Source: an optimization exercise on an open RTL-to-GDS flow (aim: small area). Production flows keep margins and buffers that such runs may drop. Where RTL was checked, it was by simulation tests only, not by an equivalence proof against the original. Power is estimated from default activity; no workload was simulated.

// trfu
module trfu (
    input  wire        clk,
    input  wire        rst,        
    input  wire        line_in,    
    output wire        line_out,   
    output wire        line_oe,    
    input  wire [15:0] addr,
    input  wire [7:0]  wdata,
    input  wire        we,
    input  wire        re,
    output reg  [7:0]  rdata,
    output wire        exit_app
);
For scale: roughly 2,500 cells after synthesis, ~40 I/O pins, roughly 27,000 µm² of cells after synthesis.
Settings: LEC_CHECK=0, CAP_MARGIN=20, CORE_MARGIN=2, CORE_UTILIZATION=70, CTS_CLUSTER_DIAMETER=100, CTS_CLUSTER_SIZE=25, SLEW_MARGIN=20, SYNTH_HIERARCHICAL=1; clock period 10.0 ns.
run.sh (not shown) runs the stock make flow with config.mk's settings and CLKGATE_MAP_FILE= SYNTH_SCRIPT=/design/flow/synth_recipe.tcl, a recipe that flattens the netlist after the stock synthesis.
Next try:
--- a/flow/design.v
+++ b/flow/design.v
@@ -108,41 +108,29 @@
     wire c_1000 = c1[9] & c1[8] & c1[7] & c1[6] & c1[5] & c1[3];
     wire [5:0] rxlen = (held | txing) ? bidx : 6'd0;
     wire       low12 = (addr[11:5] == 7'd0);
     wire       page0 = (addr[15:12] == 4'h0) && low12;
     wire       rd_rx = (addr[15:12] == 4'h1) && low12;
     wire       rd_tx = (addr[15:12] == 4'h2) && low12;
-    wire [1:0] slo;
-    wire       slc1, slc2;
-    assign slo[0] = addr[0] ^ rot[0];
-    assign slc1   = addr[0] & rot[0];
-    assign slo[1] = addr[1] ^ rot[1] ^ slc1;
-    assign slc2   = (addr[1] & rot[1]) | (slc1 & (addr[1] ^ rot[1]));
-    wire [2:0] shi;
-    wire [3:0] shc;
-    assign shc[0] = 1'b0;
-    generate for (gi = 0; gi < 3; gi = gi + 1) begin : SHI
-        assign shi[gi]   = addr[gi+2] ^ rot[gi+2] ^ shc[gi];
-        assign shc[gi+1] = (addr[gi+2] & rot[gi+2]) | (shc[gi] & (addr[gi+2] ^ rot[gi+2]));
-    end endgenerate
-    wire [3:0] dlo  = 4'd1 << slo;
-    wire [7:0] dhi0 = 8'd1 << shi;
-    wire [7:0] dhi  = slc2 ? {dhi0[6:0], dhi0[7]} : dhi0;
-    wire [31:0] dec;
-    generate for (gi = 0; gi < 32; gi = gi + 1) begin : DEC
-        assign dec[gi] = dhi[gi / 4] & dlo[gi % 4];
+    wire [4:0] slot;
+    wire [5:0] sc5;
+    assign sc5[0] = 1'b0;
+    generate for (gi = 0; gi < 5; gi = gi + 1) begin : SLOT
+        assign slot[gi]  = addr[gi] ^ rot[gi] ^ sc5[gi];
+        assign sc5[gi+1] = (addr[gi] & rot[gi]) | (sc5[gi] & (addr[gi] ^ rot[gi]));
     end endgenerate
+    wire [31:0] dec  = 32'd1 << slot;
     wire [255:0] rx_flat, tx_flat;
     generate for (gi = 0; gi < 32; gi = gi + 1) begin : FLAT
         assign rx_flat[8*gi+7:8*gi] = rxring[gi];
         assign tx_flat[8*gi+7:8*gi] = txring[gi];
     end endgenerate
     wire [7:0] rx_rd, tx_raw;
     trfu_aomux #(.N(32)) u_rxmux (.d(rx_flat), .sel(dec), .y(rx_rd));
     trfu_aomux #(.N(32)) u_txmux (.d(tx_flat), .sel(dec), .y(tx_raw));
-    wire [7:0] tx_rd = tx_raw ^ {8{slo[0]}};    
+    wire [7:0] tx_rd = tx_raw ^ {8{slot[0]}};
     wire [31:0] rsel = 32'd1 << addr[4:0];
     wire [7:0] reg_rd;
     trfu_aoterms #(.T(21)) u_reg0 (.a({rsel[26], txlen[8], txlen[0], txck[0], txseq[0], rxlen[0], rxck[0], rxseq[0], t_p[8], t_p[0], t_w[8], t_w[0], t_q[8], t_q[0], t_l[8], t_l[0], t_h[8], t_h[0], retry[0], event_r[0], phase[0]}),
         .s({rsel[26], rsel[21], rsel[20], rsel[19], rsel[18], rsel[16], rsel[15], rsel[14], rsel[13], rsel[12], rsel[11], rsel[10], rsel[9], rsel[8], rsel[7], rsel[6], rsel[5], rsel[4], rsel[3], rsel[2], rsel[1]}), .y(reg_rd[0]));
     trfu_aoterms #(.T(21)) u_reg1 (.a({rsel[27], rsel[26], txlen[9], txlen[1], txck[1], txseq[1], rxlen[1], rxck[1], rxseq[1], t_p[9], t_p[1], t_w[9], t_w[1], t_q[1], t_l[9], t_l[1], t_h[9], t_h[1], retry[1], event_r[1], phase[1]}),
         .s({rsel[27], rsel[26], rsel[21], rsel[20], rsel[19], rsel[18], rsel[16], rsel[15], rsel[14], rsel[13], rsel[12], rsel[11], rsel[10], rsel[8], rsel[7], rsel[6], rsel[5], rsel[4], rsel[3], rsel[2], rsel[1]}), .y(reg_rd[1]));
The changed run went through all stages and came out clean. Maximum frequency rose by 0.70%. Worst setup slack is better by 68 ps. First-iteration DRC count fell by 18%. Via count fell by 6.5%. Cell area rose by 0.44%. Total power rose by 1.1%. Core utilization rose by 0.34 points. Global-route usage fell by 5.7 points. Hold slack is worse by 6.3 ps. Routed wire length fell by 11%. Non-clock buffer count rose by 19.
The RTL of the second run of this note was laid out without a check of its function.

==> port drivers added, routing unchanged <==
The results above use ideal ports. As a check the final layouts listed here were re-extracted and re-timed, cells and wires unchanged. Step 1 sets driving cells, clkbuf_16 on the clock port and buf_2 on the other inputs (assumed; they add their load-dependent delay and slew). Step 2, shift: input delay + t, output delay - t, t = (earliest + latest rising clock arrival at the registers) / 2. This alone moves slack from input paths to output paths. Slacks: ideal ports / drivers / drivers and shift; pairs: ideal ports / drivers.
| run | t, ns | setup WS [ns] | worst setup path at the end | pins driven straight from the clock port |
|---|---|---|---|---|
| the first run | 0.704 | 0.189 / 0.127 / 0.221 | input to output | 1 |
| the second run | 0.695 | 0.257 / 0.197 / 0.254 | input to output | 1 |
After both steps setup and hold are still met in every run listed. The setup slack of the second run, which loses most, moves by -0.060 ns with the drivers and by -0.003 ns with both steps.
